From an optimization exercise on the open Yosys and OpenROAD flow, aimed at small area, a short achievable clock period and few clock cycles; shortcuts taken in it are not production practice. At most, simulation tests tie the RTL to the original design; equivalence was not proved. For runs 3 to 6, only the layout was checked, not whether the RTL still works. Power and IR drop assume default switching activity.

<file path="flow/constraint.sdc">
create_clock -name core_clock -period 9.0 [get_ports {clk}]
set_input_delay 1.8000 -clock core_clock [delete_from_list [all_inputs] [get_ports {clk}]]
set_output_delay 1.8000 -clock core_clock [all_outputs]
set_load 0.01 [all_outputs]
</file>
<file path="flow/design.v">
module c2b_rx (
    input  wire       clk,
    input  wire       rst,           
    input  wire       rx_valid,
    input  wire [8:0] rx_word,
    output wire       rx_ready,
    output wire       out_valid,
    output wire [7:0] out_data,
    output wire       out_sof,
    output wire       out_eof,
    output wire       err_crc,
    output wire       err_overrun
);
    localparam integer K  = 10;           
    localparam integer D  = 26;           
    localparam integer R  = K * D;        
    localparam integer IW = 4;            
    localparam integer PW = 5;            
    function [15:0] crc_byte;
        input [15:0] crc;
        input [7:0]  b;
        integer i;
        reg [15:0] c;
        begin
            c = crc ^ {b, 8'h00};
            for (i = 0; i < 8; i = i + 1)
                c = c[15] ? ((c << 1) ^ 16'h1021) : (c << 1);
            crc_byte = c;
        end
    endfunction
    reg  [7:0]   ring [0:R-1];
    reg  [K-1:0] wen;            
    reg  [7:0]   pw;             
    genvar gi;
    generate
        for (gi = 0; gi < R; gi = gi + 1) begin : g_ring
            if ((gi % D) == 1) begin : g_tap
                always @(posedge clk)
                    ring[gi] <= wen[gi / D] ? pw : ring[gi - 1];
            end else begin : g_pass
                always @(posedge clk)
                    ring[gi] <= ring[(gi + R - 1) % R];
            end
        end
    endgenerate
    reg        rst_q;
    reg        ready_r;
    reg        ovr_r, crc_r;     
    reg        open;             
    reg  [1:0] hcnt;             
    reg  [8:0] rem;              
    reg        nl;               
    reg        r2;               
    reg        pv;               
    reg        k_t;              
    reg        k_c;              
    reg        k_g;              
    reg        k_bad;            
    reg        k_m;              
    reg        k_d;              
    reg [15:0] crc;              
    reg        at;               
    reg        ac;               
    reg        fire;             
    reg [IW-1:0] ti, ci, hi;     
    reg [PW-1:0] tp, cp, hp;     
    reg  [8:0] occ;              
    reg  [8:0] avail;            
    reg        sp, sp2;          
    reg        ov_r, sof_r, eof_r;
    reg  [7:0] od_r;
    reg  [1:0] ohdr;
    reg  [8:0] ocnt, oend;
    wire alT    = (tp == 0);
    wire alC    = (cp == 0);
    wire alH    = (hp == 0);
    wire t_end  = (tp == D - 1);
    wire c_end  = (cp == D - 1);
    wire h_end  = (hp == D - 1);
    wire commit = at & k_g & ~k_bad;
    wire rewind = at & k_g &  k_bad;
    wire adv    = at & ~rewind;          
    wire hold   = pv & ~(at | ac);
    function [IW+PW-1:0] pinc;
        input [IW-1:0] i;
        input [PW-1:0] p;
        begin
            if (p == D - 1)
                pinc = {(i == K - 1) ? {IW{1'b0}} : i + 1'b1, {PW{1'b0}}};
            else
                pinc = {i, p + 1'b1};
        end
    endfunction
    wire [IW+PW-1:0] t_inc = pinc(ti, tp);
    wire [IW+PW-1:0] c_inc = pinc(ci, cp);
    wire [IW+PW-1:0] h_inc = pinc(hi, hp);
    wire [IW+PW-1:0] n_t = adv ? {ti, tp} : rewind ? c_inc : ac ? {ci, cp} : t_inc;
    wire [IW+PW-1:0] n_c = commit ? {ti, tp} : c_inc;
    wire [IW+PW-1:0] n_h = fire ? {hi, hp} : h_inc;
    wire n_alT = adv ? alT : rewind ? c_end : ac ? alC : t_end;
    wire n_alC = commit ? alT : c_end;
    wire n_alH = fire ? alH : h_end;
    wire [8:0] occ_p = occ + 9'd1;
    wire [8:0] occ_m = occ - 9'd1;
    wire [8:0] av_p  = avail + 9'd1;
    wire [8:0] av_m  = avail - 9'd1;
    wire [8:0] n_occ = adv    ? (fire ? occ   : occ_p) :
                       ac     ? (fire ? avail : av_p)  :
                       rewind ? (fire ? av_m  : avail) :
                                (fire ? occ_m : occ);
    wire [8:0] n_avail = commit ? (fire ? occ : occ_p) : (fire ? av_m : avail);
    wire n_sp = (at | ac) ? sp2 : sp;
    wire acc    = rx_valid & ~rst & ~rst_q & ~hold;
    wire mk     = rx_word[8];
    wire [7:0] b = rx_word[7:0];
    wire ovr    = ~mk & ~open;
    wire lo_ok  = (b == crc[7:0]) & (pw == crc[15:8]);
    wire n_pv   = (acc & ~ovr) | hold;
    wire n_kt   = acc ? ~(mk & open) : k_t;
    wire n_kc   = acc ?  (mk & open) : k_c;
    wire n_at   = n_pv & n_kt & n_alT & n_sp;
    wire n_ac   = n_pv & n_kc & n_alC & n_sp;
    integer k;
    always @(posedge clk) begin
        rst_q   <= rst;
        ready_r <= ~rst & (rst_q | ~n_pv | n_at | n_ac);
        ovr_r   <= acc & ovr;
        crc_r   <= acc & ~mk & nl & ~lo_ok;
        if (acc) begin
            pw    <= b;
            k_m   <= mk;
            k_c   <= mk & open;
            k_t   <= ~(mk & open);
            k_g   <= ~mk & nl;
            k_bad <= ~lo_ok;
            k_d   <= ~mk & ~r2 & ~nl;
            if (mk) begin
                open <= 1'b1; hcnt <= 2'd1; nl <= 1'b0; r2 <= 1'b0;
            end else if (open) begin
                if (nl) begin
                    open <= 1'b0; nl <= 1'b0;
                end else if (hcnt == 2'd1) begin
                    hcnt <= 2'd2;
                end else if (hcnt == 2'd2) begin
                    hcnt <= 2'd3;
                    rem  <= {1'b0, b} + 9'd2;
                    r2   <= (b == 8'd0);
                end else begin
                    rem  <= rem - 9'd1;
                    nl   <= r2;
                    r2   <= (rem == 9'd3);
                end
            end
        end
        if ((at | ac) & k_m)
            crc <= crc_byte(16'h0000, pw);
        else if ((at | ac) & k_d)
            crc <= crc_byte(crc, pw);
        for (k = 0; k < K; k = k + 1)
            if (hi == k) od_r <= ring[k * D];
        sof_r <= fire & (ohdr == 2'd0);
        eof_r <= fire & (ohdr == 2'd3) & (ocnt == oend);
        ov_r  <= fire & ~rst & ~rst_q;
        for (k = 0; k < K; k = k + 1)
            if (fire & (ohdr == 2'd2) & (hi == k)) oend <= {1'b0, ring[k * D]} + 9'd4;
        if (rst_q) begin
            pv    <= 1'b0;
            at    <= 1'b0;
            ac    <= 1'b0;
            wen   <= {K{1'b0}};
            fire  <= 1'b0;
            open  <= 1'b0;
            nl    <= 1'b0;
            r2    <= 1'b0;
            hcnt  <= 2'd0;
            ti <= 0; tp <= 0; ci <= 0; cp <= 0; hi <= 0; hp <= 0;
            occ   <= 9'd0;
            avail <= 9'd0;
            sp    <= 1'b1;
            sp2   <= 1'b1;
            ohdr  <= 2'd0;
            ocnt  <= 9'd0;
            oend  <= 9'd0;
        end else begin
            pv    <= n_pv;
            at    <= n_at;
            ac    <= n_ac;
            for (k = 0; k < K; k = k + 1)
                wen[k] <= (n_at & (n_t[IW+PW-1:PW] == k)) | (n_ac & (n_c[IW+PW-1:PW] == k));
            fire  <= (n_avail != 9'd0) & n_alH;
            {ti, tp} <= n_t;
            {ci, cp} <= n_c;
            {hi, hp} <= n_h;
            occ   <= n_occ;
            avail <= n_avail;
            sp    <= (n_occ <= R - 1);
            sp2   <= (n_occ <= R - 2);
            if (fire) begin
                if (ohdr == 2'd3) begin
                    if (ocnt == oend) ohdr <= 2'd0;
                    ocnt <= ocnt + 9'd1;
                end else begin
                    ohdr <= ohdr + 2'd1;
                    ocnt <= {7'd0, ohdr} + 9'd1;
                end
            end
        end
    end
    assign rx_ready    = ready_r;
    assign out_valid   = ov_r;
    assign out_data    = od_r;
    assign out_sof     = sof_r;
    assign out_eof     = eof_r;
    assign err_overrun = ovr_r;
    assign err_crc     = crc_r;
endmodule
</file>
<file path="flow/flow/run.sh">
#!/bin/bash
# Standard layout (the standard.sh: ORFS synthesis through finish), with
# the port buffers made of plain buffers instead of the delay cells that
# buffer_ports picks by default.
set -euo pipefail
export BUFFER_PORTS_ARGS="-buffer_cell sky130_fd_sc_hd__buf_4"
bash standard.sh > standard.log 2>&1
</file>
<file path="flow/config.mk">
export PLATFORM = sky130hd
export DESIGN_NAME = c2b_rx
export DESIGN_NICKNAME = c2b_rx
export VERILOG_FILES = /design/flow/design.v
export SDC_FILE = /design/flow/constraint.sdc
export NUM_CORES = 4
export LEC_CHECK = 0
export CAP_MARGIN = 20
export CORE_MARGIN = 2
export CORE_UTILIZATION = 65
export CTS_CLUSTER_DIAMETER = 60
export CTS_CLUSTER_SIZE = 28
export PLACE_DENSITY = 0.75
export SLEW_MARGIN = 20
</file>
<file path="flow/standard.sh">
#!/bin/bash
# synth_recipe.tcl (not shown) runs the flow's synth.tcl, then flattens the netlist and writes it again
# the make line also repeats each setting of config.mk as NAME=value (left out here)
make -C /OpenROAD-flow-scripts/flow DESIGN_CONFIG=/design/flow/config.mk WORK_HOME=/design/flow/orfs CLKGATE_MAP_FILE= SYNTH_SCRIPT=/design/flow/synth_recipe.tcl "${@:-finish}"
</file>
==> results.tsv, run 1 <==
stage	metric	value	unit
placed_design	place_congestion	0.838	
worst_setup_path	rr_startpoint	at$_SDFF_PP0_	
placed_design	place_ws	4480	ps
power_and_ir_drop	cellPowerDensity	270	nW/µm²
yosys	syn_area	52400	µm²
cts	cts_resized	0	
sta	finalSetupViolCount	0	
route	vias	22958	
cts	cts.sinks	2220	
yosys	yosysTopAreaCell	dfxtp_1	
power_and_ir_drop	leakagePower	0.0222	µW
final_layout	fillCellCount	4760	
yosys	synth_edf_count	45	
cts	clock_path_buffers	3	
final_layout	drive_above_1_share	8.58	%
sta	drv_slew	0	
worst_hold_path	holdCritStartpoint	ring[25][7]$_DFF_P_	
worst_setup_path	worstPathCellList	buf_4, nor3b_1, nand2_1, inv_1, o21a_1, o2111ai_1, or3_4, o32a_1, nor2_1	
power_and_ir_drop	p_seq_share	64.2	%
yosys	yosysUniqueCellTypes	82	
power_and_ir_drop	p_switching	3180	µW
yosys	synth_seq_area_share	85.7	%
power_and_ir_drop	clkPwrFrac	35.5	%
worst_setup_path	worstSetupStartpoint	rst	
sta	rsz0062_at_grt	no	
worst_setup_path	required	9580	ps
sta	relSlewSlack	31.7	%
status	status	finished clean	
sta	finalCriticalPeriod	3930	ps
final_layout	final_core_util	71.0	%
global_routing	grt_pass1_wl	145	mm
cts	cts_setup_buffers	0	
yosys	ys_ff_latch	2220	
route	drt_iter0_markers	1433	
route	remaining_drc_errors	0	
route	vias_per_cell	5.07	
yosys	netlist_instances	3369	
final_layout	area_growth	8.58	%
cts	clkSlewWorstSetupHoldPaths	100	ps
placed_design	place_area	53600	µm²
sta	finalCritPeriodShare	43.7	%
placed_design	hpwl	54.5	mm
worst_setup_path	path_buf_inv	2	
floorplan	num_rows	104	
power_and_ir_drop	p_sw_share	20.7	%
yosys	synth_top_flop_cell	dfxtp_1	
power_and_ir_drop	vdd_drop_max	0.000248	V
global_routing	grt_util_all_layers	23.1	%
yosys	synth_warnings	2	
sta	worst_pin_slew	1020	ps
yosys	synthArstFlopShare	0	%
yosys	synthTopCellsByCount	dfxtp_1 (2175), nand2_1 (122), nor2_1 (120), a21oi_1 (80), mux2_2 (74)	
global_routing	grt_overflow	0	
run	drv_cap	0	
power_and_ir_drop	comb_power_share	0.3	%
placed_design	portBuffers	25	
yosys	syn_avg_cell_area	15.5	µm²
cts	cts-htree-levels	3	
cts	cts_hold_buffers	0	
sta	max_freq	254	MHz
cts	clock_latency	720	ps
cts	cts_tree	yes	
floorplan	io_pins	26	
worst_setup_path	slowest_delay	510	ps
floorplan	die_x	288	µm
yosys	netlist_top_cells_area	dfxtp_1 (83%), edfxtp_1 (2.6%), mux2_2 (1.6%)	
yosys	yosysMostFrequentCell	dfxtp_1	
worst_setup_path	crit_fanout	16	
global_routing	grt_max_degree	73	
floorplan	initial_core_util	65.4	%
power_and_ir_drop	p_int	12200	µW
sta	final.setup.tns	0	ps
route	routed_wl	95.1	mm
worst_setup_path	cp_slowest_cell	nor3b_1	
cts	cts_root_buf	clkbuf_16	
cts	numCtsBuffers	104	
worst_setup_path	arrival	4510	ps
sta	hold_violations	0	
route	drtPass1Iterations	5	
worst_setup_path	cp-start-kind	primary input	
worst_setup_path	crit_type	in2reg	
global_routing	grt_pass1_vias	24147	
floorplan	core	80200	µm²
worst_hold_path	hp-class	reg2reg	
yosys	synth_nets	3402	
floorplan	dieArea	82900	µm²
worst_setup_path	endpoint_kind	flip-flop	
worst_setup_path	critPathTopFamily	simple AND/OR/NAND/NOR gates	
route	drt.antenna.violating_nets	0	
route	wl_per_cell	21.0	µm
final_layout	stdcell_area	56900	µm²
yosys	netlist.area_leader.share	83.1	%
global_routing	antenna_found_initial	7	
sta	timing.final.ws_setup	5070	ps
sta	skew	80.5	ps
floorplan	dieHeight	288	µm
final_layout	nets	3446	
[power by group through the flow]
| stage | clock network, µW | logic [µW] | registers (µW) |
|---|---|---|---|
| finish | 5470 | 46.8 | 9870 |
| global route | 5850 | 52.6 | 9870 |
| CTS | 5550 | 46.7 | 9870 |
| detailed placement | 0 | 46.4 | 10100 |
| global placement | 0 | 44.4 | 10100 |
| floorplan | 0 | 37.6 | 10100 |
[per-stage QoR]
stage	hold WS, ps	power, µW	std cells
final	293	15400	4524
after global routing	301	15800	4522
after CTS	283	15500	4522
after detailed placement	312	10100	4367
after global placement	310	10100	4367
after floorplan	310	10100	3369
[area by class of cell]
class,count,area [µm²],area share [%]
Sequential cell,2220,44900,78.9
Multi-Input combinational cell,1009,6890,12.1
Clock buffer,115,2740,4.81
Tap cell,1060,1330,2.33
Clock inverter,40,577,1.01
Timing Repair Buffer,41,308,0.541
Inverter,37,139,0.244
Antenna cell,2,5.00,0.00880
[worst paths after layout]
| check | cells past startpoint | slack, ps | endpoint |
|---|---|---|---|
| setup / recovery | 9 | 5070 | wen[7]$_SDFF_PP0_ |
| hold / removal | 0 | 290 | ring[26][7]$_DFF_P_ |
| setup reg to reg | 7 | 5230 | wen[7]$_SDFF_PP0_ |
| hold reg to reg | 0 | 290 | ring[26][7]$_DFF_P_ |
[worst reg2reg max path: cells and delay by family (launching register included)]
| kind | cells | cell delay [ps] |
|---|---|---|
| compound gates | 3 | 840 |
| simple gates | 4 | 2030 |
| flops | 1 | 830 |
[logic make-up after synthesis]
group                    share of synthesized area, %
AO/OA/AOI/OAI                                    3.67
XOR/XNOR                                         2.04
adder cells (fa/ha/maj)                         0.502
buffers and inverters                            1.15
flip-flops                                       85.7
multiplexers                                     2.16
AND/OR/NAND/NOR                                  4.79
[routing by layer]
layer | global-route usage, % | vias up | share of wire (%)
met4 | 7.89 | 2 | 3.0
met1 | 30.9 | 11125 | 45
li1 | - | 11077 | -
met5 | 0 | - | 0.014
met2 | 39.0 | 582 | 49
met3 | 3.18 | 172 | 3.8
[flip-flops by register name, summed over array words and instances, names as in the netlist, 9 cells and up]
signal / cells
avail: 9
ring: 2080
oend: 9
occ: 9
wen: 10
crc: 16
ocnt: 9
rem: 9
[cells in the final DEF (no fill, tap or decap), drive strengths merged, types with 8 or more instances in the layout]
| cell type | synthesis | layout |
|---|---|---|
| o2111ai | 9 | 9 |
| o22ai | 8 | 8 |
| o21ai | 61 | 61 |
| a31oi | 12 | 12 |
| mux2i | 23 | 23 |
| nand3 | 40 | 40 |
| o211ai | 8 | 8 |
| a21oi | 80 | 80 |
| xor2 | 65 | 65 |
| mux2 | 74 | 74 |
| nor2b | 23 | 23 |
| nor2 | 120 | 120 |
| nor4bb | 8 | 8 |
| nand2 | 122 | 122 |
| ha | 21 | 21 |
| nor4b | 9 | 9 |
| nand3b | 12 | 12 |
| inv | 37 | 53 |
| nand4 | 9 | 9 |
| nor3 | 28 | 28 |
| clkbuf | 71 | 115 |
| xnor2 | 57 | 57 |
| buf | 32 | 41 |
| dfxtp | 2175 | 2175 |
| clkinv | 0 | 23 |
| nand2b | 21 | 21 |
| nor4 | 12 | 12 |
| nor3b | 11 | 11 |
| a211oi | 18 | 18 |
| edfxtp | 45 | 45 |
Testbench counts, summed over its fixed seeds: cycles 66,990.
==> run 2, diff against run 1 <==
==> flow/run.sh (new file) <==
#!/bin/bash
# synth_recipe.tcl (not shown) runs the flow's synth.tcl, then flattens the netlist and writes it again
# the make line also repeats each setting of config.mk as NAME=value (left out here)
make -C /OpenROAD-flow-scripts/flow DESIGN_CONFIG=/design/flow/config.mk WORK_HOME=/design/flow/orfs CLKGATE_MAP_FILE= SYNTH_SCRIPT=/design/flow/synth_recipe.tcl finish
--- a/flow/config.mk
+++ b/flow/config.mk
@@ -7,8 +7,6 @@
 export LEC_CHECK = 0
 export CAP_MARGIN = 20
 export CORE_MARGIN = 2
-export CORE_UTILIZATION = 65
-export CTS_CLUSTER_DIAMETER = 60
-export CTS_CLUSTER_SIZE = 28
-export PLACE_DENSITY = 0.75
+export CORE_UTILIZATION = 40
+export PLACE_DENSITY = 0.6
 export SLEW_MARGIN = 20
removed: flow/flow/run.sh
removed: flow/standard.sh
==> results.tsv, run 2 <==
stage	metric	value	unit
status	status	finished clean	
yosys	synth_warnings	2	
worst_setup_path	slowest_delay	530	ps
cts	cts.sinks	2220	
final_layout	final_cell_mix	dfxtp_1 (2171), clkbuf_16 (193), nand2_1 (122)	
worst_setup_path	cp-start-kind	primary input	
final_layout	drive_above_1_share	11.6	%
cts	clock_latency	770	ps
yosys	yosysMostFrequentCell	dfxtp_1	
global_routing	met3_usage	2.75	%
route	drt.antenna.violating_nets	0	
global_routing	grt_util_all_layers	11.7	%
worst_hold_path	hp-class	reg2reg	
sta	worst_pin_slew	1070	ps
global_routing	grt_max_degree	84	
final_layout	stdcell_count	5394	
yosys	yosysUniqueCellTypes	82	
sta	whs	308	ps
cts	clkSlewWorstSetupHoldPaths	60	ps
yosys	netlist.area_leader.share	83.1	%
cts	cts-htree-levels	4	
route	routed_wl	78.5	mm
yosys	syn_avg_cell_area	15.5	µm²
global_routing	antenna_found_initial	5	
worst_setup_path	arrival	4720	ps
floorplan	die_x	366	µm
sta	final.setup.tns	0	ps
floorplan	dieHeight	366	µm
cts	cts_resized	0	
yosys	ys_ff_latch	2220	
route	vias_per_cell	4.24	
placed_design	hpwl	47.8	mm
global_routing	grt_busiest_layer	met1	
worst_setup_path	worst_r2r_endpoint	wen[4]$_SDFF_PP0_	
cts	cts_root_buf	clkbuf_16	
yosys	synth_edf_count	45	
global_routing	grt_pass1_wl	121	mm
cts	numCtsBuffers	188	
yosys	synth_top_flop_cell	dfxtp_1	
yosys	netlist_instances	3369	
final_layout	fillCellCount	11139	
yosys	synth_nets	3402	
floorplan	core	130000	µm²
yosys	yosysTopAreaCell	dfxtp_1	
worst_setup_path	rr_startpoint	at$_SDFF_PP0_	
final_layout	area_growth	16.3	%
final_layout	biggestRegsByFlops	ring x2080, crc x16, wen x10	
final_layout	regMostFlops	ring	
sta	relSlewSlack	28.4	%
yosys	synth_seq_area_share	85.7	%
worst_hold_path	whs_path_depth	0	
floorplan	io_pins	26	
route	remaining_drc_errors	0	
sta	finalCritPeriodShare	44.9	%
placed_design	portBuffers	25	
worst_setup_path	crit_fanout	16	
global_routing	grt_overflow	0	
power_and_ir_drop	vdd_drop_max	0.000185	V
route	vias	22863	
global_routing	met1_usage	16.7	%
yosys	syn_area	52400	µm²
sta	finalCriticalPeriod	4040	ps
floorplan	num_rows	132	
floorplan	initial_core_util	40.4	%
route	drt_iter0_markers	1468	
global_routing	met2_usage	16.5	%
sta	skew	20.5	ps
power_and_ir_drop	leakagePower	0.0237	µW
floorplan	dieArea	134000	µm²
worst_setup_path	endpoint_kind	flip-flop	
sta	hold_violations	0	
worst_setup_path	worstPathCellList	clkdlybuf4s50_1, nor3b_1, nand2_1, inv_1, o21a_1, o2111ai_1, or3_4, or2_1, a21oi_1	
worst_setup_path	ff2ff_setup_slack	5290	ps
route	drtPass1Iterations	5	
worst_setup_path	crit_type	in2reg	
worst_setup_path	worst-r2r-cell-count	7	
placed_design	dp_cells	5046	
run	drv_cap	0	
power_and_ir_drop	cellPowerDensity	296	nW/µm²
final_layout	layout_commonest_cell	dfxtp_1	
sta	drv_slew	0	
cts	cts_setup_buffers	0	
final_layout	nets	3527	
yosys	synthTopCellsByCount	dfxtp_1 (2175), nand2_1 (122), nor2_1 (120), a21oi_1 (80), mux2_2 (74)	
cts	cts_hold_buffers	0	
yosys	netlist_top_cells_area	dfxtp_1 (83%), edfxtp_1 (2.6%), mux2_2 (1.6%)	
placed_design	place_congestion	0.869	
yosys	synthArstFlopShare	0	%
sta	rsz0062_at_grt	no	
route	wl_per_cell	14.6	µm
sta	max_freq	247	MHz
worst_setup_path	required	9680	ps
sta	finalSetupViolCount	0	
cts	cts_tree	yes	
cts	clock_path_buffers	3	
global_routing	grt_pass1_vias	22144	
worst_hold_path	holdCritStartpoint	ring[125][0]$_DFF_P_	
final_layout	largest_register_ffs	2080	
worst_setup_path	cp_slowest_cell	nor3b_1	
worst_hold_path	min_to	ring[126][0]$_DFF_P_	
## run 2: cell counts after synthesis
Identical to the previous run, type by type.
## run 2: how the worst max path moves through the flow
stage	startpoint	endpoint	slack (ps)	cells after the start
2_1_floorplan	rst	wen[7]$_SDFF_PP0_	5210	8
3_3_place_gp	rst	wen[4]$_SDFF_PP0_	4250	9
3_5_place_dp	rst	wen[4]$_SDFF_PP0_	4220	9
4_1_cts	rst	wen[4]$_SDFF_PP0_	5030	9
5_1_grt	rst	wen[1]$_SDFF_PP0_	4740	9
6_report	rst	wen[4]$_SDFF_PP0_	4960	9
## run 2: cells by family (layout without fill, tap and decap cells)
family | after synthesis | after routing | synth area share, %
DFF | 2220 | 2220 | 85.7
other | 0 | 5 | 0
and+or+nand+nor | 476 | 476 | 4.79
muxes | 100 | 100 | 2.16
xor gates and xnor gates | 122 | 122 | 2.04
buffers and inverters | 140 | 418 | 1.15
AOI/OAI and AO/OA | 290 | 290 | 3.67
adders and majority gates | 21 | 21 | 0.502
## run 2: layout make-up
cell class                      instances  area, µm²  area share (%)
Antenna cell                            5       12.5          0.0205
Clock buffer                          270       5490            9.01
Clock inverter                         73        958            1.57
Inverter                               37        139           0.228
Multi-Input combinational cell       1009       6900            11.3
Sequential cell                      2220      44900            73.7
Tap cell                             1742       2180            3.58
Timing Repair Buffer                   38        348           0.571
## run 2: power by group
| part | internal (µW) | total, µW | switching, µW |
|---|---|---|---|
| logic | 21.9 | 49.4 | 27.5 |
| registers | 9860 | 9870 | 13.1 |
| clock network | 4730 | 8130 | 3400 |
## run 2: worst max-delay path, delay by kind of cell
kind / cells / cell delay [ps]
AND/OR/NAND/NOR: 4 / 1410
AO/OA/AOI/OAI: 3 / 580
buffers and inverters: 2 / 930
## run 2: per-layer routing
metal / vias up / wire length (µm)
met3: 169 / 3740
met5: - / 9
met4: 2 / 2780
li1: 11356 / -
met2: 496 / 32000
met1: 10840 / 40000
## run 2: per-stage QoR
| step | worst slack (ps) | utilization [%] | instance area (µm²) | total power, µW |
|---|---|---|---|---|
| final | 4960 | 46.9 | 60900 | 18100 |
| after global routing | 4740 | 46.9 | 60900 | 18700 |
| after CTS | 5030 | 46.9 | 60900 | 18300 |
| after detailed placement | 4220 | 42.0 | 54500 | 10100 |
| after global placement | 4250 | 42.0 | 54500 | 10100 |
| after floorplan | 5210 | - | 52400 | 10100 |
==> run 3, diff against run 2 <==
--- a/flow/design.v
+++ b/flow/design.v
@@ -69,8 +69,8 @@
     reg        sp, sp2;          
     reg        ov_r, sof_r, eof_r;
     reg  [7:0] od_r;
-    reg  [1:0] ohdr;
-    reg  [8:0] ocnt, oend;
+    reg  [1:0] ohdr;             
+    reg  [8:0] orem;             
     wire alT    = (tp == 0);
     wire alC    = (cp == 0);
     wire alH    = (hp == 0);
@@ -110,14 +110,15 @@
                                 (fire ? occ_m : occ);
     wire [8:0] n_avail = commit ? (fire ? occ : occ_p) : (fire ? av_m : avail);
     wire n_sp = (at | ac) ? sp2 : sp;
-    wire acc    = rx_valid & ~rst & ~rst_q & ~hold;
+    wire acc_i  = rx_valid & ~rst_q & ~hold;
+    wire acc    = acc_i & ~rst;
     wire mk     = rx_word[8];
     wire [7:0] b = rx_word[7:0];
     wire ovr    = ~mk & ~open;
     wire lo_ok  = (b == crc[7:0]) & (pw == crc[15:8]);
-    wire n_pv   = (acc & ~ovr) | hold;
-    wire n_kt   = acc ? ~(mk & open) : k_t;
-    wire n_kc   = acc ?  (mk & open) : k_c;
+    wire n_pv   = (acc_i & ~ovr) | hold;
+    wire n_kt   = acc_i ? ~(mk & open) : k_t;
+    wire n_kc   = acc_i ?  (mk & open) : k_c;
     wire n_at   = n_pv & n_kt & n_alT & n_sp;
     wire n_ac   = n_pv & n_kc & n_alC & n_sp;
     integer k;
@@ -126,7 +127,7 @@
         ready_r <= ~rst & (rst_q | ~n_pv | n_at | n_ac);
         ovr_r   <= acc & ovr;
         crc_r   <= acc & ~mk & nl & ~lo_ok;
-        if (acc) begin
+        if (acc_i) begin
             pw    <= b;
             k_m   <= mk;
             k_c   <= mk & open;
@@ -152,17 +153,21 @@
                 end
             end
         end
-        if ((at | ac) & k_m)
-            crc <= crc_byte(16'h0000, pw);
-        else if ((at | ac) & k_d)
-            crc <= crc_byte(crc, pw);
+        if ((at | ac) & (k_m | k_d))
+            crc <= crc_byte(crc & {16{~k_m}}, pw);
         for (k = 0; k < K; k = k + 1)
             if (hi == k) od_r <= ring[k * D];
         sof_r <= fire & (ohdr == 2'd0);
-        eof_r <= fire & (ohdr == 2'd3) & (ocnt == oend);
+        eof_r <= fire & (ohdr == 2'd3) & (orem == 9'd1);
         ov_r  <= fire & ~rst & ~rst_q;
-        for (k = 0; k < K; k = k + 1)
-            if (fire & (ohdr == 2'd2) & (hi == k)) oend <= {1'b0, ring[k * D]} + 9'd4;
+        if (fire) begin
+            if (ohdr == 2'd2) begin
+                for (k = 0; k < K; k = k + 1)
+                    if (hi == k) orem <= {1'b0, ring[k * D]} + 9'd2;
+            end else begin
+                orem <= orem - 9'd1;
+            end
+        end
         if (rst_q) begin
             pv    <= 1'b0;
             at    <= 1'b0;
@@ -179,8 +184,6 @@
             sp    <= 1'b1;
             sp2   <= 1'b1;
             ohdr  <= 2'd0;
-            ocnt  <= 9'd0;
-            oend  <= 9'd0;
         end else begin
             pv    <= n_pv;
             at    <= n_at;
@@ -195,15 +198,8 @@
             avail <= n_avail;
             sp    <= (n_occ <= R - 1);
             sp2   <= (n_occ <= R - 2);
-            if (fire) begin
-                if (ohdr == 2'd3) begin
-                    if (ocnt == oend) ohdr <= 2'd0;
-                    ocnt <= ocnt + 9'd1;
-                end else begin
-                    ohdr <= ohdr + 2'd1;
-                    ocnt <= {7'd0, ohdr} + 9'd1;
-                end
-            end
+            if (fire & ((ohdr != 2'd3) | (orem == 9'd1)))
+                ohdr <= ohdr + 2'd1;
         end
     end
     assign rx_ready    = ready_r;
==> flow/flow/run.sh (new file) <==
#!/bin/bash
# Standard layout (the standard.sh: ORFS synthesis through finish), with
# the port buffers made of plain buffers instead of the delay cells that
# buffer_ports picks by default, and timing repair aimed 5 ns below the
# clock period.
set -euo pipefail
export BUFFER_PORTS_ARGS="-buffer_cell sky130_fd_sc_hd__buf_4"
export SETUP_SLACK_MARGIN=5
bash standard.sh > standard.log 2>&1
==> flow/standard.sh (new file) <==
#!/bin/bash
# synth_recipe.tcl (not shown) runs the flow's synth.tcl, then flattens the netlist and writes it again
# the make line also repeats each setting of config.mk as NAME=value (left out here)
make -C /OpenROAD-flow-scripts/flow DESIGN_CONFIG=/design/flow/config.mk WORK_HOME=/design/flow/orfs CLKGATE_MAP_FILE= SYNTH_SCRIPT=/design/flow/synth_recipe.tcl "${@:-finish}"
--- a/flow/config.mk
+++ b/flow/config.mk
@@ -7,6 +7,8 @@
 export LEC_CHECK = 0
 export CAP_MARGIN = 20
 export CORE_MARGIN = 2
-export CORE_UTILIZATION = 40
-export PLACE_DENSITY = 0.6
+export CORE_UTILIZATION = 65
+export CTS_CLUSTER_DIAMETER = 60
+export CTS_CLUSTER_SIZE = 28
+export PLACE_DENSITY = 0.75
 export SLEW_MARGIN = 20
removed: flow/run.sh
==> results.tsv, run 3 <==
stage	metric	value	unit
cts	cts_tree	yes	
final_layout	nets	3264	
yosys	synth_nets	3214	
yosys	yosysUniqueCellTypes	84	
final_layout	largest_register_ffs	2080	
route	drt_iter0_markers	1280	
floorplan	dieArea	81100	µm²
floorplan	num_rows	102	
floorplan	dieHeight	285	µm
sta	skew	36.0	ps
yosys	syn_avg_cell_area	16.1	µm²
yosys	synthTopCellsByCount	dfxtp_1 (2157), nor2_1 (100), mux2_2 (82), nand2_1 (79), xnor2_1 (64)	
route	drtPass1Iterations	5	
route	routed_wl	86.9	mm
yosys	synth_seq_area_share	87.4	%
worst_setup_path	endpoint_kind	flip-flop	
status	status	finished clean	
worst_setup_path	cp-start-kind	flip-flop	
yosys	synthArstFlopShare	0	%
floorplan	die_x	285	µm
sta	hold_violations	0	
final_layout	stdcell_area	55700	µm²
yosys	netlist.area_leader.share	84.3	%
final_layout	layout_commonest_cell	dfxtp_1	
yosys	syn_area	51200	µm²
yosys	yosysMostFrequentCell	dfxtp_1	
placed_design	portBuffers	25	
cts	cts_root_buf	clkbuf_16	
cts	cts_resized	0	
sta	worst_pin_slew	1010	ps
placed_design	place_area	52400	µm²
worst_setup_path	arrival	3730	ps
sta	finalCriticalPeriod	3220	ps
worst_hold_path	hp-class	reg2reg	
sta	drv_slew	0	
placed_design	hpwl	51.3	mm
cts	clock_latency	690	ps
sta	rsz0062_at_grt	no	
sta	max_freq	311	MHz
power_and_ir_drop	vdd_drop_max	0.000239	V
floorplan	core	77700	µm²
cts	numCtsBuffers	100	
final_layout	area_growth	8.59	%
final_layout	regMostFlops	ring	
route	vias	21342	
route	drt.antenna.violating_nets	0	
cts	cts-htree-levels	3	
global_routing	grt_util_all_layers	21.7	%
run	drv_cap	0	
cts	cts_hold_buffers	0	
final_layout	biggestRegsByFlops	ring x2080, crc x16, wen x10	
sta	final.setup.tns	0	ps
route	vias_per_cell	4.94	
placed_design	place_congestion	0.827	
cts	cts_setup_buffers	0	
cts	clock_path_buffers	3	
power_and_ir_drop	cellPowerDensity	274	nW/µm²
yosys	netlist_top_cells_area	dfxtp_1 (84%), edfxtp_1 (3.2%), mux2_2 (1.8%)	
worst_setup_path	crit_type	reg2reg	
worst_setup_path	required	9510	ps
global_routing	antenna_found_initial	7	
floorplan	initial_core_util	65.9	%
route	remaining_drc_errors	0	
sta	finalSetupViolCount	0	
cts	cts.sinks	2211	
yosys	synth_edf_count	54	
cts	clkSlewWorstSetupHoldPaths	110	ps
final_layout	drive_above_1_share	8.83	%
global_routing	grt_pass1_wl	133	mm
floorplan	io_pins	26	
sta	finalCritPeriodShare	35.8	%
global_routing	grt_pass1_vias	22339	
yosys	ys_ff_latch	2211	
yosys	synth_top_flop_cell	dfxtp_1	
global_routing	grt_max_degree	57	
route	wl_per_cell	20.1	µm
global_routing	grt_overflow	0	
yosys	synth_warnings	2	
worst_setup_path	crit_fanout	56	
yosys	yosysTopAreaCell	dfxtp_1	
power_and_ir_drop	leakagePower	0.0217	µW
final_layout	final_cell_mix	dfxtp_1 (2153), clkbuf_16 (102), nor2_1 (100)	
sta	relSlewSlack	32.4	%
yosys	netlist_instances	3180	
-- run 3: critical path, cell delays in order (launching register included) --
cell and delay (ps):
dfxtp_2 1010, nand2b_1 230, o31ai_1 300, a21oi_1 70, a21oi_1 410, ha_1 270
nand4_1 220, o211a_1 300, a211oi_1 250
-- run 3: path summary, 6_finish.rpt --
check / from / to / slack [ps] / cells after the start
max reg2reg: hi[0]$_SDFFE_PP0P_ / orem[7]$_DFFE_PP_ / 5780 / 8
min: ring[132][2]$_DFF_P_ / ring[133][2]$_DFF_P_ / 300 / 0
max: hi[0]$_SDFFE_PP0P_ / orem[7]$_DFFE_PP_ / 5780 / 8
min reg2reg: ring[132][2]$_DFF_P_ / ring[133][2]$_DFF_P_ / 300 / 0
-- run 3: logic make-up after synthesis --
kind of cell	Yosys count	synth area share, %
XOR/XNOR	106	1.81
buffers and inverters	120	0.969
AND/OR/NAND/NOR	396	4.15
flip-flops	2211	87.4
adder cells (fa/ha/maj)	22	0.537
AO/OA/AOI/OAI	223	2.87
multiplexers	102	2.24
-- run 3: layout make-up --
type / count / area [µm²]
flip-flops and latches: 2211 / 44800
fillers: 4590 / 22100
multi-input cells: 849 / 5950
clock buffers: 110 / 2600
well taps: 1040 / 1300
clock inverters: 36 / 608
repair buffers: 33 / 248
inverters: 35 / 131
diodes: 2 / 5.00
-- run 3: routing by layer --
metal	wire (µm)	up-vias	part of all wire (%)	GRT usage (%)
li1	-	10397	-	-
met2	42900	339	49	37.3
met5	0	-	0	0
met4	1860	0	2.1	5.54
met3	2500	118	2.9	2.79
met1	39600	10488	46	29.3
-- run 3: stage by stage --
stage          hold slack [ps]  total power (µW)  worst slack, ps  utilization (%)  cells
2_1_floorplan              310             10100             5840                -   3180
3_3_place_gp               310             10100             5480             67.5   4168
3_5_place_dp               312             10100             5450             67.5   4168
4_1_cts                    292             15300             5670             71.6   4314
5_1_grt                    304             15700             5540             71.6   4314
6_report                   299             15200             5780             71.6   4316
-- run 3: power breakdown --
group / internal, µW / total [µW] / leakage, µW / switching [µW]
registers: 9820 / 9840 / 0.0179 / 19.4
logic: 28.5 / 68.6 / 0.00230 / 40.0
clock network: 2270 / 5320 / 0.00155 / 3040
==> run 4, diff against run 3 <==
==> flow/flow/run.sh (replaced) <==
#!/bin/bash
# Standard layout (the standard.sh: ORFS synthesis through finish), with
# the port buffers made of plain buffers instead of the delay cells that
# buffer_ports picks by default, and timing repair aimed 6 ns below the
# clock period.
set -euo pipefail
export BUFFER_PORTS_ARGS="-buffer_cell sky130_fd_sc_hd__buf_4"
export SETUP_SLACK_MARGIN=6
bash standard.sh > standard.log 2>&1
==> results.tsv, run 4 <==
stage	metric	value	unit
cts	cts_root_buf	clkbuf_16	
final_layout	drive_above_1_share	9.06	%
placed_design	place_congestion	0.807	
cts	numCtsBuffers	100	
final_layout	stdcell_area	55800	µm²
final_layout	regMostFlops	ring	
final_layout	stdcell_count	4321	
floorplan	dieArea	81100	µm²
sta	max_freq	321	MHz
worst_setup_path	slowest_delay	470	ps
sta	relSlewSlack	36.5	%
cts	cts_hold_buffers	0	
worst_hold_path	hp-class	reg2reg	
sta	finalCritPeriodShare	34.6	%
final_layout	nets	3264	
yosys	syn_area	51200	µm²
sta	skew	62.5	ps
worst_setup_path	worst_r2r_endpoint	orem[6]$_DFFE_PP_	
worst_setup_path	arrival	1320	ps
yosys	syn_avg_cell_area	16.1	µm²
cts	cts-htree-levels	3	
cts	cts_setup_buffers	0	
floorplan	num_rows	102	
worst_setup_path	path_buf_inv	1	
worst_hold_path	whs_path_depth	0	
yosys	yosysUniqueCellTypes	84	
final_layout	final_core_util	71.8	%
floorplan	dieHeight	285	µm
yosys	synthTopCellsByCount	dfxtp_1 (2157), nor2_1 (100), mux2_2 (82), nand2_1 (79), xnor2_1 (64)	
floorplan	initial_core_util	65.9	%
cts	clock_path_buffers	3	
placed_design	place_area	52500	µm²
floorplan	io_pins	26	
sta	worst_pin_slew	945	ps
sta	hold_violations	0	
cts	cts.sinks	2211	
route	drtPass1Iterations	5	
power_and_ir_drop	vdd_drop_max	0.000261	V
final_layout	biggestRegsByFlops	ring x2080, crc x16, wen x10	
placed_design	dp_cells	4168	
yosys	netlist_top_cells_area	dfxtp_1 (84%), edfxtp_1 (3.2%), mux2_2 (1.8%)	
power_and_ir_drop	clkPwrFrac	35.2	%
power_and_ir_drop	cellPowerDensity	274	nW/µm²
route	wl_per_cell	19.6	µm
worst_hold_path	min_to	ring[133][2]$_DFF_P_	
run	drv_cap	0	
placed_design	portBuffers	25	
route	vias	21311	
final_layout	final_cell_mix	dfxtp_1 (2153), nor2_1 (100), clkbuf_16 (100)	
worst_setup_path	worstPathCellList	buf_6	
power_and_ir_drop	comb_power_share	0.5	%
yosys	yosysTopAreaCell	dfxtp_1	
sta	finalSetupViolCount	0	
yosys	synthArstFlopShare	0	%
final_layout	fillCellCount	4592	
floorplan	die_x	285	µm
cts	clkSlewWorstSetupHoldPaths	90	ps
worst_setup_path	ff2ff_setup_slack	6160	ps
yosys	synth_edf_count	54	
floorplan	core	77700	µm²
global_routing	grt_pass1_wl	129	mm
global_routing	grt_max_degree	57	
route	drt.antenna.violating_nets	0	
worst_hold_path	holdCritStartpoint	ring[132][2]$_DFF_P_	
yosys	netlist_instances	3180	
yosys	netlist.area_leader.share	84.3	%
power_and_ir_drop	p_seq_share	64.3	%
status	status	finished clean	
placed_design	hpwl	50.0	mm
sta	final.setup.tns	0	ps
worst_setup_path	worst-r2r-cell-count	7	
global_routing	grt_overflow	0	
cts	clock_latency	710	ps
route	routed_wl	84.8	mm
power_and_ir_drop	p_int	12200	µW
worst_setup_path	crit_type	reg2out	
yosys	synth_seq_area_share	87.4	%
global_routing	grt_util_all_layers	21.1	%
power_and_ir_drop	leakagePower	0.0218	µW
yosys	yosysMostFrequentCell	dfxtp_1	
final_layout	largest_register_ffs	2080	
worst_setup_path	endpoint_kind	primary output	
route	remaining_drc_errors	0	
global_routing	grt_pass1_vias	22066	
worst_setup_path	critPathTopFamily	flip-flops	
final_layout	area_growth	8.89	%
worst_setup_path	cp-start-kind	flip-flop	
sta	drv_slew	0	
cts	cts_tree	yes	
yosys	synth_warnings	2	
worst_setup_path	crit_fanout	1	
route	vias_per_cell	4.93	
sta	finalCriticalPeriod	3120	ps
worst_setup_path	cp_slowest_cell	edfxtp_1	
final_layout	layout_commonest_cell	dfxtp_1	
worst_setup_path	required	7200	ps
yosys	synth_top_flop_cell	dfxtp_1	
route	drt_iter0_markers	1278	
yosys	ys_ff_latch	2211	
worst_setup_path	rr_startpoint	hi[0]$_SDFFE_PP0P_	
power_and_ir_drop	p_switching	3120	µW
global_routing	antenna_found_initial	8	
sta	rsz0062_at_grt	yes	
yosys	synth_nets	3214	
power_and_ir_drop	p_sw_share	20.4	%
==> run 4: worst max-delay path by stage <==
stage                       from  cells past startpoint                end
6_report       od_r[2]$_DFFE_PP_                      1        out_data[2]
5_1_grt        od_r[0]$_DFFE_PP_                      1        out_data[0]
4_1_cts        od_r[2]$_DFFE_PP_                      1        out_data[2]
3_5_place_dp          rx_word[8]                      8  wen[9]$_SDFF_PP0_
3_3_place_gp          rx_word[8]                      8  wen[9]$_SDFF_PP0_
2_1_floorplan         rx_word[8]                      7  wen[0]$_SDFF_PP0_
==> run 4: repair_timing <==
action / in CTS / in global routing
setup endpoints to repair: 15 / 18
resized for setup: 12 / 6
pin swaps: 0 / 0
==> run 4: layout make-up <==
| class | count | area [µm²] | area share, % |
|---|---|---|---|
| clock buffer | 115 | 2600 | 4.66 |
| antenna | 2 | 5.00 | 0.00897 |
| clock inverter | 36 | 684 | 1.23 |
| timing repair buffer | 33 | 278 | 0.498 |
| tap | 1040 | 1300 | 2.33 |
| inverter | 35 | 135 | 0.242 |
| multi-input combinational | 849 | 5990 | 10.7 |
| sequential | 2211 | 44800 | 80.3 |
==> run 4: kinds of logic (layout without fill, tap and decap cells) <==
family	Yosys count	in the layout	synth area share, %
XOR/XNOR	106	106	1.81
flip-flops	2211	2211	87.4
multiplexers	102	102	2.24
adder cells (fa/ha/maj)	22	22	0.537
other	0	2	0
AND/OR/NAND/NOR	396	396	4.15
AO/OA/AOI/OAI	223	223	2.87
buffers and inverters	120	219	0.969
==> run 4: layer usage <==
metal	vias up	GRT usage [%]	wire, µm
met4	0	6.97	2600
met3	141	3.28	3100
met1	10412	28.7	38600
li1	10390	-	-
met2	368	35.0	40500
met5	-	0	0
==> run 4: metrics by stage <==
stage / total power (µW) / hold slack, ps / setup WS (ps)
6_report: 15300 / 287 / 5880
5_1_grt: 15800 / 287 / 5850
4_1_cts: 15400 / 282 / 5840
3_5_place_dp: 10100 / 312 / 5610
3_3_place_gp: 10100 / 310 / 5670
2_1_floorplan: 10100 / 310 / 6010
==> run 4: power by group through the flow <==
stage               sequential (µW)  combinational [µW]  clock (µW)
detailed placement            10100                68.5           0
global placement              10100                64.1           0
CTS                            9840                69.6        5490
floorplan                     10100                52.5           0
global route                   9850                77.4        5830
finish                         9840                70.1        5380
==> run 5, diff against run 4 <==
--- a/flow/design.v
+++ b/flow/design.v
@@ -122,6 +122,12 @@
     wire n_at   = n_pv & n_kt & n_alT & n_sp;
     wire n_ac   = n_pv & n_kc & n_alC & n_sp;
     integer k;
+    reg [7:0] tap_rd;
+    always @(*) begin
+        tap_rd = 8'd0;
+        for (k = 0; k < K; k = k + 1)
+            tap_rd = tap_rd | (ring[k * D] & {8{hi == k}});
+    end
     always @(posedge clk) begin
         rst_q   <= rst;
         ready_r <= ~rst & (rst_q | ~n_pv | n_at | n_ac);
@@ -155,15 +161,13 @@
         end
         if ((at | ac) & (k_m | k_d))
             crc <= crc_byte(crc & {16{~k_m}}, pw);
-        for (k = 0; k < K; k = k + 1)
-            if (hi == k) od_r <= ring[k * D];
+        od_r  <= tap_rd;
         sof_r <= fire & (ohdr == 2'd0);
         eof_r <= fire & (ohdr == 2'd3) & (orem == 9'd1);
         ov_r  <= fire & ~rst & ~rst_q;
         if (fire) begin
             if (ohdr == 2'd2) begin
-                for (k = 0; k < K; k = k + 1)
-                    if (hi == k) orem <= {1'b0, ring[k * D]} + 9'd2;
+                orem <= {1'b0, tap_rd} + 9'd2;
             end else begin
                 orem <= orem - 9'd1;
             end
==> results.tsv, run 5 <==
stage	metric	value	unit
global_routing	antenna_found_initial	9	
sta	rsz0062_at_grt	yes	
final_layout	biggestRegsByFlops	ring x2080, crc x16, wen x10	
final_layout	seq_area	44700	µm²
global_routing	grt_overflow	0	
sta	drv_slew	0	
placed_design	place_congestion	0.846	
route	drt.antenna.violating_nets	0	
cts	cts-htree-levels	3	
route	vias	20647	
yosys	syn_area	50800	µm²
final_layout	layout_commonest_cell	dfxtp_1	
floorplan	initial_core_util	65.6	%
yosys	synth_top_flop_cell	dfxtp_1	
final_layout	area_growth	8.94	%
cts	clock_latency	700	ps
worst_setup_path	slowest_delay	380	ps
global_routing	grt_util_all_layers	20.1	%
sta	whs	301	ps
floorplan	dieArea	80400	µm²
yosys	ys_ff_latch	2211	
cts	cts_tree	yes	
floorplan	core	77500	µm²
floorplan	num_rows	102	
final_layout	fillCellCount	4625	
sta	worst_pin_slew	984	ps
global_routing	grt_max_degree	50	
status	status	finished clean	
worst_setup_path	required	7200	ps
cts	clock_path_buffers	3	
floorplan	dieHeight	284	µm
global_routing	grt_pass1_vias	21386	
global_routing	grt_pass1_wl	124	mm
route	vias_per_cell	4.87	
cts	cts_root_buf	clkbuf_16	
yosys	synth_edf_count	46	
yosys	yosysTopAreaCell	dfxtp_1	
sta	finalCriticalPeriod	2990	ps
worst_setup_path	endpoint_kind	primary output	
final_layout	final_core_util	71.5	%
yosys	synth_nets	3124	
sta	finalCritPeriodShare	33.2	%
route	drtPass1Iterations	6	
cts	cts.sinks	2211	
yosys	netlist_top_cells_area	dfxtp_1 (85%), edfxtp_1 (2.7%), mux2_2 (1.9%)	
yosys	yosysUniqueCellTypes	86	
cts	clkSlewWorstSetupHoldPaths	100	ps
placed_design	dp_cells	4088	
route	routed_wl	79.7	mm
placed_design	hpwl	45.9	mm
worst_setup_path	critPathTopFamily	flip-flops	
worst_setup_path	path_buf_inv	1	
worst_setup_path	crit_type	reg2out	
final_layout	stdcell_count	4238	
yosys	synth_seq_area_share	88.0	%
route	wl_per_cell	18.8	µm
worst_setup_path	cp_slowest_cell	dfxtp_4	
yosys	yosysMostFrequentCell	dfxtp_1	
yosys	synth_warnings	2	
sta	hold_violations	0	
worst_setup_path	arrival	1190	ps
cts	cts_hold_buffers	0	
floorplan	die_x	284	µm
sta	max_freq	335	MHz
power_and_ir_drop	cellPowerDensity	275	nW/µm²
yosys	syn_avg_cell_area	16.4	µm²
worst_setup_path	worstPathCellList	buf_6	
yosys	synthTopCellsByCount	dfxtp_1 (2165), nor2_1 (90), mux2_2 (84), clkbuf_1 (56), xnor2_1 (55)	
sta	relSlewSlack	33.9	%
yosys	synthArstFlopShare	0	%
final_layout	multiInputGateArea	5650	µm²
power_and_ir_drop	vdd_drop_max	0.000230	V
placed_design	portBuffers	25	
final_layout	drive_above_1_share	9.42	%
worst_hold_path	hp-class	reg2reg	
yosys	netlist_instances	3090	
sta	finalSetupViolCount	0	
route	remaining_drc_errors	0	
final_layout	regMostFlops	ring	
final_layout	final_cell_mix	dfxtp_1 (2156), clkbuf_16 (100), nor2_1 (88)	
cts	numCtsBuffers	100	
route	drt_iter0_markers	1179	
final_layout	largest_register_ffs	2080	
run	drv_cap	0	
final_layout	nets	3184	
sta	skew	43.6	ps
yosys	netlist.area_leader.share	85.3	%
power_and_ir_drop	leakagePower	0.0217	µW
worst_setup_path	cp-start-kind	flip-flop	
floorplan	io_pins	26	
sta	final.setup.tns	0	ps
worst_setup_path	crit_fanout	1	
run 5: kinds of logic (layout without fill, tap and decap cells):
kind of cell | Yosys count | after routing | synth area share [%]
flops | 2211 | 2211 | 88.0
simple gates | 340 | 340 | 3.57
compound gates | 187 | 187 | 2.54
mux | 117 | 117 | 2.75
buf+inv | 115 | 220 | 0.918
xor+xnor | 98 | 98 | 1.69
fa+ha+maj | 22 | 22 | 0.542
other cells | 0 | 3 | 0
run 5: per-layer routing:
layer	share of wire, %	wire (µm)	vias to the layer above	global-route usage, %
met2	47	37600	368	33.1
met4	2.8	2230	0	6.24
met3	3.0	2400	130	2.84
li1	-	-	10122	-
met5	0	0	-	0
met1	47	37500	10027	27.9
run 5: metrics by stage:
stage	setup slack, ps	total power, µW	cell area (µm²)
floorplan	5780	10100	50900
finish	6010	15200	55400
detailed placement	5460	10100	52100
CTS	5980	15300	55300
global placement	5580	10100	52100
global route	5980	15600	55400
run 5: final timing paths:
kind	to	from	slack, ps	cells past startpoint
worst min register to register	ring[71][1]$_DFF_P_	ring[70][1]$_DFF_P_	300	0
worst max register to register	orem[7]$_DFFE_PP_	hi[0]$_SDFFE_PP0P_	6200	8
worst max-delay path	out_data[2]	od_r[2]$_DFF_P_	6010	1
worst min-delay path	ring[71][1]$_DFF_P_	ring[70][1]$_DFF_P_	300	0
run 5: cell type report:
type	count	share of cell area, %
Sequential cell	2211	80.8
Clock inverter	39	1.18
Antenna cell	3	0.0136
Timing Repair Buffer	34	0.508
Clock buffer	108	4.65
Tap cell	1040	2.35
Inverter	39	0.271
Multi-Input combinational cell	764	10.2
run 5: power breakdown:
part           leakage [µW]  total (µW)  switching [µW]  internal (µW)
combinational       0.00227        62.4            35.5           26.9
sequential           0.0179        9830            17.1           9810
clock               0.00154        5310            3020           2290
run 5: timing repair:
item | 4_1_cts | 5_1_grt
gates resized for setup | 19 | 6
setup buffers | 0 | 0
endpoints found under the setup margin | 8 | 11
==> run 6, diff against run 5 <==
==> flow/flow/run.sh (replaced) <==
#!/bin/bash
# Standard layout (the standard.sh: ORFS synthesis through finish), with
# the port buffers made of plain buffers instead of the delay cells that
# buffer_ports picks by default, and timing repair aimed 6.3 ns below the
# clock period.
set -euo pipefail
export BUFFER_PORTS_ARGS="-buffer_cell sky130_fd_sc_hd__buf_4"
export SETUP_SLACK_MARGIN=6.3
bash standard.sh > standard.log 2>&1
==> results.tsv, run 6 <==
stage	metric	value	unit
worst_hold_path	hp-class	reg2reg	
global_routing	grt_pass1_vias	21491	
cts	cts_root_buf	clkbuf_16	
yosys	synth_seq_area_share	88.0	%
sta	relSlewSlack	41.0	%
yosys	netlist_instances	3090	
yosys	synth_edf_count	46	
route	drtPass1Iterations	7	
floorplan	core	77500	µm²
final_layout	nets	3194	
placed_design	place_congestion	0.817	
sta	worst_pin_slew	885	ps
yosys	synth_top_flop_cell	dfxtp_1	
yosys	synthTopCellsByCount	dfxtp_1 (2165), nor2_1 (90), mux2_2 (84), clkbuf_1 (56), xnor2_1 (55)	
sta	finalCritPeriodShare	33.3	%
worst_setup_path	crit_type	reg2out	
yosys	syn_area	50800	µm²
placed_design	dp_cells	4086	
route	remaining_drc_errors	0	
route	wl_per_cell	19.0	µm
power_and_ir_drop	vdd_drop_max	0.000292	V
floorplan	dieHeight	284	µm
yosys	synth_nets	3124	
sta	finalSetupViolCount	0	
floorplan	io_pins	26	
worst_setup_path	path_buf_inv	1	
floorplan	dieArea	80400	µm²
sta	max_freq	333	MHz
global_routing	grt_max_degree	50	
floorplan	initial_core_util	65.6	%
power_and_ir_drop	leakagePower	0.0218	µW
cts	clock_path_buffers	3	
worst_setup_path	arrival	1200	ps
floorplan	die_x	284	µm
final_layout	antenna_cells	0	
cts	numCtsBuffers	102	
final_layout	biggestRegsByFlops	ring x2080, crc x16, wen x10	
worst_setup_path	required	7200	ps
sta	rsz0062_at_grt	yes	
worst_setup_path	critPathTopFamily	flip-flops	
worst_setup_path	cp-start-kind	flip-flop	
sta	skew	26.3	ps
final_layout	layout_commonest_cell	dfxtp_1	
yosys	yosysTopAreaCell	dfxtp_1	
global_routing	grt_overflow	0	
global_routing	antenna_found_initial	6	
floorplan	num_rows	102	
placed_design	portBuffers	25	
yosys	netlist.area_leader.share	85.3	%
cts	cts.sinks	2211	
route	routed_wl	80.6	mm
final_layout	largest_register_ffs	2080	
sta	drv_slew	0	
cts	clock_latency	690	ps
route	vias_per_cell	4.90	
worst_setup_path	endpoint_kind	primary output	
status	status	finished clean	
yosys	yosysUniqueCellTypes	86	
yosys	synth_warnings	2	
global_routing	grt_pass1_wl	124	mm
run	drv_cap	0	
final_layout	regMostFlops	ring	
yosys	yosysMostFrequentCell	dfxtp_1	
sta	timing.final.ws_setup	6000	ps
worst_setup_path	cp_slowest_cell	dfxtp_4	
worst_setup_path	worstPathCellList	buf_6	
sta	hold_violations	0	
route	vias	20768	
yosys	synthArstFlopShare	0	%
power_and_ir_drop	cellPowerDensity	274	nW/µm²
cts	cts_tree	yes	
final_layout	drive_above_1_share	10.5	%
cts	cts-htree-levels	3	
final_layout	final_cell_mix	dfxtp_1 (2147), clkbuf_16 (104), nor2_1 (86)	
final_layout	stdcell_count	4239	
route	drt_iter0_markers	1114	
sta	finalCriticalPeriod	3000	ps
final_layout	final_core_util	71.9	%
cts	clkSlewWorstSetupHoldPaths	100	ps
global_routing	grt_util_all_layers	20.2	%
worst_setup_path	crit_fanout	1	
yosys	ys_ff_latch	2211	
worst_setup_path	slowest_delay	400	ps
route	drt.antenna.violating_nets	0	
yosys	netlist_top_cells_area	dfxtp_1 (85%), edfxtp_1 (2.7%), mux2_2 (1.9%)	
placed_design	hpwl	47.0	mm
placed_design	place_ws	5480	ps
power_and_ir_drop	p_total	15300	µW
final_layout	area_growth	9.61	%
yosys	syn_avg_cell_area	16.4	µm²
sta	final.setup.tns	0	ps
==> run 6: cell type report <==
type | instances | area (µm²)
clock buffers | 109 | 2620
clock inverters | 34 | 657
fillers | 4628 | 21800
inverters | 39 | 150
multi-input cells | 764 | 5790
flip-flops and latches | 2211 | 44800
well taps | 1040 | 1300
repair buffers | 42 | 423
==> run 6: layer usage <==
| layer | share of wire, % | vias to the layer above | GRT usage, % |
|---|---|---|---|
| met5 | 0 | - | 0 |
| met4 | 2.8 | 0 | 6.02 |
| met3 | 2.9 | 150 | 2.87 |
| met2 | 48 | 359 | 33.5 |
| met1 | 46 | 10107 | 27.8 |
| li1 | - | 10152 | - |
==> run 6: power breakdown <==
part	total [µW]	leakage (µW)	internal, µW	switching, µW
clock network	5370	0.00158	2350	3020
registers	9830	0.0179	9810	17.9
logic	68.5	0.00235	29.9	38.6
total	15300	0.0218	12200	3070
==> run 6: kinds of logic (layout without fill, tap and decap cells) <==
kind of cell	count (synthesis)	count (layout)	synth area share (%)
DFF	2211	2211	88.0
and+or+nand+nor	340	340	3.57
AOI/OAI and AO/OA	187	187	2.54
muxes	117	117	2.75
buffers and inverters	115	224	0.918
xor gates and xnor gates	98	98	1.69
adders and majority gates	22	22	0.542
==> run 6: what timing repair did <==
| action | CTS | global route |
|---|---|---|
| resized for setup | 54 | 23 |
| cloned | 0 | 1 |
| hold buffers | 0 | 0 |
| setup buffers | 5 | 4 |
| pin swaps | 4 | 15 |
| endpoints found under the setup margin | 33 | 30 |
==> run 6: worst paths after layout <==
| path | from | to | slack [ps] | cells past startpoint |
|---|---|---|---|---|
| setup / recovery | od_r[3]$_DFF_P_ | out_data[3] | 6000 | 1 |
| hold / removal | ring[253][7]$_DFF_P_ | ring[254][7]$_DFF_P_ | 320 | 0 |
| setup reg to reg | cp[0]$_SDFF_PP0_ | wen[1]$_SDFF_PP0_ | 6400 | 7 |
| hold reg to reg | ring[253][7]$_DFF_P_ | ring[254][7]$_DFF_P_ | 320 | 0 |
==> run 6: stage by stage <==
stage	hold WS [ps]	cell area (µm²)
after CTS	311	55500
after global placement	310	52100
after floorplan	310	50900
after global routing	323	55700
final	319	55700
after detailed placement	312	52100
==> run 7, diff against run 6 <==
--- a/flow/design.v
+++ b/flow/design.v
@@ -11,8 +11,8 @@
     output wire       err_crc,
     output wire       err_overrun
 );
-    localparam integer K  = 10;           
-    localparam integer D  = 26;           
+    localparam integer K  = 13;           
+    localparam integer D  = 20;           
     localparam integer R  = K * D;        
     localparam integer IW = 4;            
     localparam integer PW = 5;            
==> flow/flow/run.sh (replaced) <==
#!/bin/bash
# Standard layout (the standard.sh: ORFS synthesis through finish), with
# the port buffers made of plain buffers instead of the delay cells that
# buffer_ports picks by default, and timing repair aimed 6 ns below the
# clock period.
set -euo pipefail
export BUFFER_PORTS_ARGS="-buffer_cell sky130_fd_sc_hd__buf_4"
export SETUP_SLACK_MARGIN=6
bash standard.sh > standard.log 2>&1
--- a/flow/config.mk
+++ b/flow/config.mk
@@ -7,8 +7,8 @@
 export LEC_CHECK = 0
 export CAP_MARGIN = 20
 export CORE_MARGIN = 2
-export CORE_UTILIZATION = 65
+export CORE_UTILIZATION = 80
 export CTS_CLUSTER_DIAMETER = 60
 export CTS_CLUSTER_SIZE = 28
-export PLACE_DENSITY = 0.75
+export PLACE_DENSITY = 0.88
 export SLEW_MARGIN = 20
==> results.tsv, run 7 <==
stage	metric	value	unit
cts	cts_hold_buffers	0	
yosys	synth_seq_area_share	87.2	%
cts	cts_resized	75	
yosys	netlist.area_leader.share	84.5	%
yosys	yosysTopAreaCell	dfxtp_1	
yosys	synth-compound-area-share	3.22	%
yosys	post_synth_and_or_nand_nor_area_fraction	3.48	%
floorplan	dieHeight	257	µm
yosys	synth_edf_count	46	
cts	cts.sinks	2214	
yosys	netlist_instances	3179	
yosys	synth_warnings	2	
floorplan	die_x	257	µm
floorplan	io_pins	26	
yosys	yosysMostFrequentCell	dfxtp_1	
floorplan	initial_core_util	81.2	%
placed_design	place_congestion	0.856	
cts	numCtsBuffers	91	
yosys	synthArstFlopShare	0	%
yosys	syn_avg_cell_area	16.2	µm²
status	stop_error	[ERROR DPL-0033] detailed placement checks failed during check placement.	
yosys	muxShareOfSynthArea	2.77	%
floorplan	num_rows	92	
cts	clock_path_buffers	3	
yosys	synth_xor_xnor_area_share	1.62	%
cts	cts_setup_buffers	25	
yosys	ys_ff_latch	2214	
cts	cts-htree-levels	3	
cts	cts_root_buf	clkbuf_16	
yosys	synthAdderAreaFrac	0.657	%
status	status	did not finish	
yosys	netlist_top_cells_area	dfxtp_1 (84%), edfxtp_1 (2.7%), mux2_2 (2.4%)	
yosys	synth_top_family_by_area	simple AND/OR/NAND/NOR gates	
yosys	synth_nets	3218	
status	haltStage	4_1_cts	
yosys	yosysUniqueCellTypes	79	
placed_design	hpwl	72.8	mm
placed_design	portBuffers	25	
yosys	syn_area	51400	µm²
yosys	synth_top_flop_cell	dfxtp_1	
yosys	synthTopCellsByCount	dfxtp_1 (2168), mux2_2 (110), nor2_1 (88), nand2_1 (82), clkbuf_1 (59)	
run 7: how the worst max path moves through the flow:
stage | startpoint | end | cells after the start
after floorplan | rx_word[8] | wen[5]$_SDFF_PP0_ | 7
after global placement | hi[0]$_SDFFE_PP0P_ | orem[7]$_DFFE_PP_ | 10
after detailed placement | hi[0]$_SDFFE_PP0P_ | orem[7]$_DFFE_PP_ | 10
run 7: metrics by stage:
step                cells  worst slack (ps)  util [%]  cell area [µm²]
floorplan            3179              5960         -            51400
detailed placement   3974              4860      82.7            52400
global placement     3974              5600      82.7            52400
run 7: power by group through the flow:
stage / registers (µW) / clock network, µW / logic, µW
3_5_place_dp: 10100 / 0 / 68.4
3_3_place_gp: 10100 / 0 / 58.0
2_1_floorplan: 10100 / 0 / 50.1
run 7: kinds of logic after synthesis:
kind of cell	Yosys count
AOI/OAI and AO/OA	236
xor gates and xnor gates	95
adders and majority gates	27
buffers and inverters	133
DFF	2214
muxes	126
and+or+nand+nor	348
Testbench counts of run 7, summed over its fixed seeds: cycles 65,954.
==> run 8, diff against run 7 <==
--- a/flow/config.mk
+++ b/flow/config.mk
@@ -7,8 +7,8 @@
 export LEC_CHECK = 0
 export CAP_MARGIN = 20
 export CORE_MARGIN = 2
-export CORE_UTILIZATION = 80
+export CORE_UTILIZATION = 65
 export CTS_CLUSTER_DIAMETER = 60
 export CTS_CLUSTER_SIZE = 28
-export PLACE_DENSITY = 0.88
+export PLACE_DENSITY = 0.75
 export SLEW_MARGIN = 20
==> results.tsv, run 8 <==
stage	metric	value	unit
sta	hold_violations	0	
yosys	synth_edf_count	46	
placed_design	place_ws	5330	ps
floorplan	io_pins	26	
worst_setup_path	crit_fanout	1	
yosys	syn_avg_cell_area	16.2	µm²
sta	finalSetupViolCount	0	
route	drtPass1Iterations	5	
final_layout	fillCellCount	4769	
route	drt.antenna.violating_nets	0	
global_routing	grt_max_degree	62	
yosys	synth_warnings	2	
global_routing	grt_overflow	0	
sta	drv_slew	0	
power_and_ir_drop	leakagePower	0.0219	µW
final_layout	final_cell_mix	dfxtp_1 (2155), mux2_2 (110), clkbuf_16 (102)	
worst_setup_path	required	7200	ps
worst_hold_path	hp-class	reg2reg	
sta	worst_pin_slew	1090	ps
floorplan	dieArea	81300	µm²
yosys	netlist_instances	3179	
route	remaining_drc_errors	0	
status	status	finished clean	
worst_setup_path	cp_slowest_cell	dfxtp_4	
route	wl_per_cell	20.2	µm
placed_design	place_congestion	0.862	
yosys	synth_top_flop_cell	dfxtp_1	
global_routing	grt_pass1_wl	133	mm
power_and_ir_drop	vdd_drop_max	0.000246	V
worst_setup_path	slowest_delay	380	ps
worst_setup_path	crit_type	reg2out	
route	vias	21631	
final_layout	nets	3270	
cts	cts_root_buf	clkbuf_16	
power_and_ir_drop	cellPowerDensity	272	nW/µm²
yosys	synth_seq_area_share	87.2	%
worst_setup_path	endpoint_kind	primary output	
yosys	syn_area	51400	µm²
sta	whs	316	ps
placed_design	hpwl	52.8	mm
sta	timing.final.ws_setup	6010	ps
final_layout	layout_commonest_cell	dfxtp_1	
final_layout	regMostFlops	ring	
cts	cts_tree	yes	
final_layout	biggestRegsByFlops	ring x2080, crc x16, wen x13	
sta	relSlewSlack	26.8	%
route	routed_wl	87.5	mm
route	drt_iter0_markers	1582	
worst_setup_path	path_buf_inv	1	
cts	cts-htree-levels	3	
cts	clock_path_buffers	3	
worst_setup_path	arrival	1190	ps
global_routing	grt_pass1_vias	22175	
yosys	netlist.area_leader.share	84.5	%
worst_setup_path	cp-start-kind	flip-flop	
yosys	synthTopCellsByCount	dfxtp_1 (2168), mux2_2 (110), nor2_1 (88), nand2_1 (82), clkbuf_1 (59)	
yosys	yosysTopAreaCell	dfxtp_1	
floorplan	num_rows	103	
route	vias_per_cell	5.00	
sta	finalCritPeriodShare	33.2	%
yosys	ys_ff_latch	2214	
floorplan	dieHeight	285	µm
cts	numCtsBuffers	101	
worst_setup_path	critPathTopFamily	flip-flops	
yosys	yosysMostFrequentCell	dfxtp_1	
yosys	synth_nets	3218	
sta	finalCriticalPeriod	2990	ps
floorplan	core	78600	µm²
placed_design	portBuffers	25	
cts	cts_hold_buffers	0	
global_routing	antenna_found_initial	7	
sta	max_freq	335	MHz
global_routing	grt_util_all_layers	21.7	%
run	drv_cap	0	
cts	clkSlewWorstSetupHoldPaths	100	ps
sta	rsz0062_at_grt	yes	
final_layout	final_core_util	71.3	%
final_layout	drive_above_1_share	10.1	%
sta	skew	32.7	ps
floorplan	initial_core_util	65.4	%
yosys	yosysUniqueCellTypes	79	
final_layout	area_growth	9.06	%
cts	cts.sinks	2214	
final_layout	largest_register_ffs	2080	
cts	clock_latency	680	ps
yosys	synthArstFlopShare	0	%
sta	final.setup.tns	0	ps
worst_setup_path	worstPathCellList	buf_6	
floorplan	die_x	285	µm
yosys	netlist_top_cells_area	dfxtp_1 (84%), edfxtp_1 (2.7%), mux2_2 (2.4%)	
run 8: cell counts after synthesis:
No cell type changed its count.
run 8: cells by family (layout without fill, tap and decap cells):
kind of cell / after synthesis / count (layout) / synth area share (%)
multiplexers: 126 / 126 / 2.77
buffers and inverters: 133 / 229 / 1.10
other: 0 / 3 / 0
AO/OA/AOI/OAI: 236 / 236 / 3.22
flip-flops: 2214 / 2214 / 87.2
AND/OR/NAND/NOR: 348 / 348 / 3.48
adder cells (fa/ha/maj): 27 / 27 / 0.657
XOR/XNOR: 95 / 95 / 1.62
run 8: layout make-up:
class                           count  area (µm²)  share of cell area (%)
Tap cell                         1050        1310                    2.34
Multi-Input combinational cell    832        6180                    11.0
Antenna cell                        3        7.51                  0.0134
Clock buffer                      109        2600                    4.64
Inverter                           47         176                   0.315
Timing Repair Buffer               35         297                   0.529
Clock inverter                     38         649                    1.16
Sequential cell                  2214       44800                    80.0
run 8: path summary, 6_finish.rpt:
| check | startpoint | endpoint | slack [ps] | cells past startpoint |
|---|---|---|---|---|
| worst max-delay path | od_r[1]$_DFF_P_ | out_data[1] | 6010 | 1 |
| worst min-delay path | ring[61][7]$_DFF_P_ | ring[62][7]$_DFF_P_ | 320 | 0 |
| worst max register to register | hi[0]$_SDFFE_PP0P_ | orem[7]$_DFFE_PP_ | 6090 | 10 |
| worst min register to register | ring[61][7]$_DFF_P_ | ring[62][7]$_DFF_P_ | 320 | 0 |
run 8: metal layers:
layer	share of wire, %	vias up	GRT usage, %
li1	-	10453	-
met1	48	10530	31.5
met2	46	485	34.8
met3	4.1	163	3.04
met4	2.4	0	5.89
met5	0	-	0
run 8: repair_timing:
item,4_1_cts,5_1_grt
setup endpoints to repair,22,23
pin swaps,1,3
setup buffers,1,2
gates resized for setup,36,9
endpoints found under the hold margin,0,0
run 8: metrics by stage:
stage	cell area, µm²	cells	power, µW
detailed placement	52600	4175	10100
CTS	56000	4323	15400
global placement	52600	4175	10100
global route	56000	4325	15700
floorplan	51400	3179	10100
finish	56000	4328	15300
run 8: where the power goes:
group | total, µW | internal (µW) | switching, µW
combinational | 62.9 | 27.1 | 35.8
sequential | 9850 | 9830 | 20.5
clock | 5340 | 2310 | 3030

Setup slack of run 8, layout unchanged: 6.012 ns with ideal ports, 5.944 ns with driving cells assumed (clock clkbuf_16, inputs buf_2), 5.442 ns with port delays also shifted by the 0.736 ns mid clock arrival.
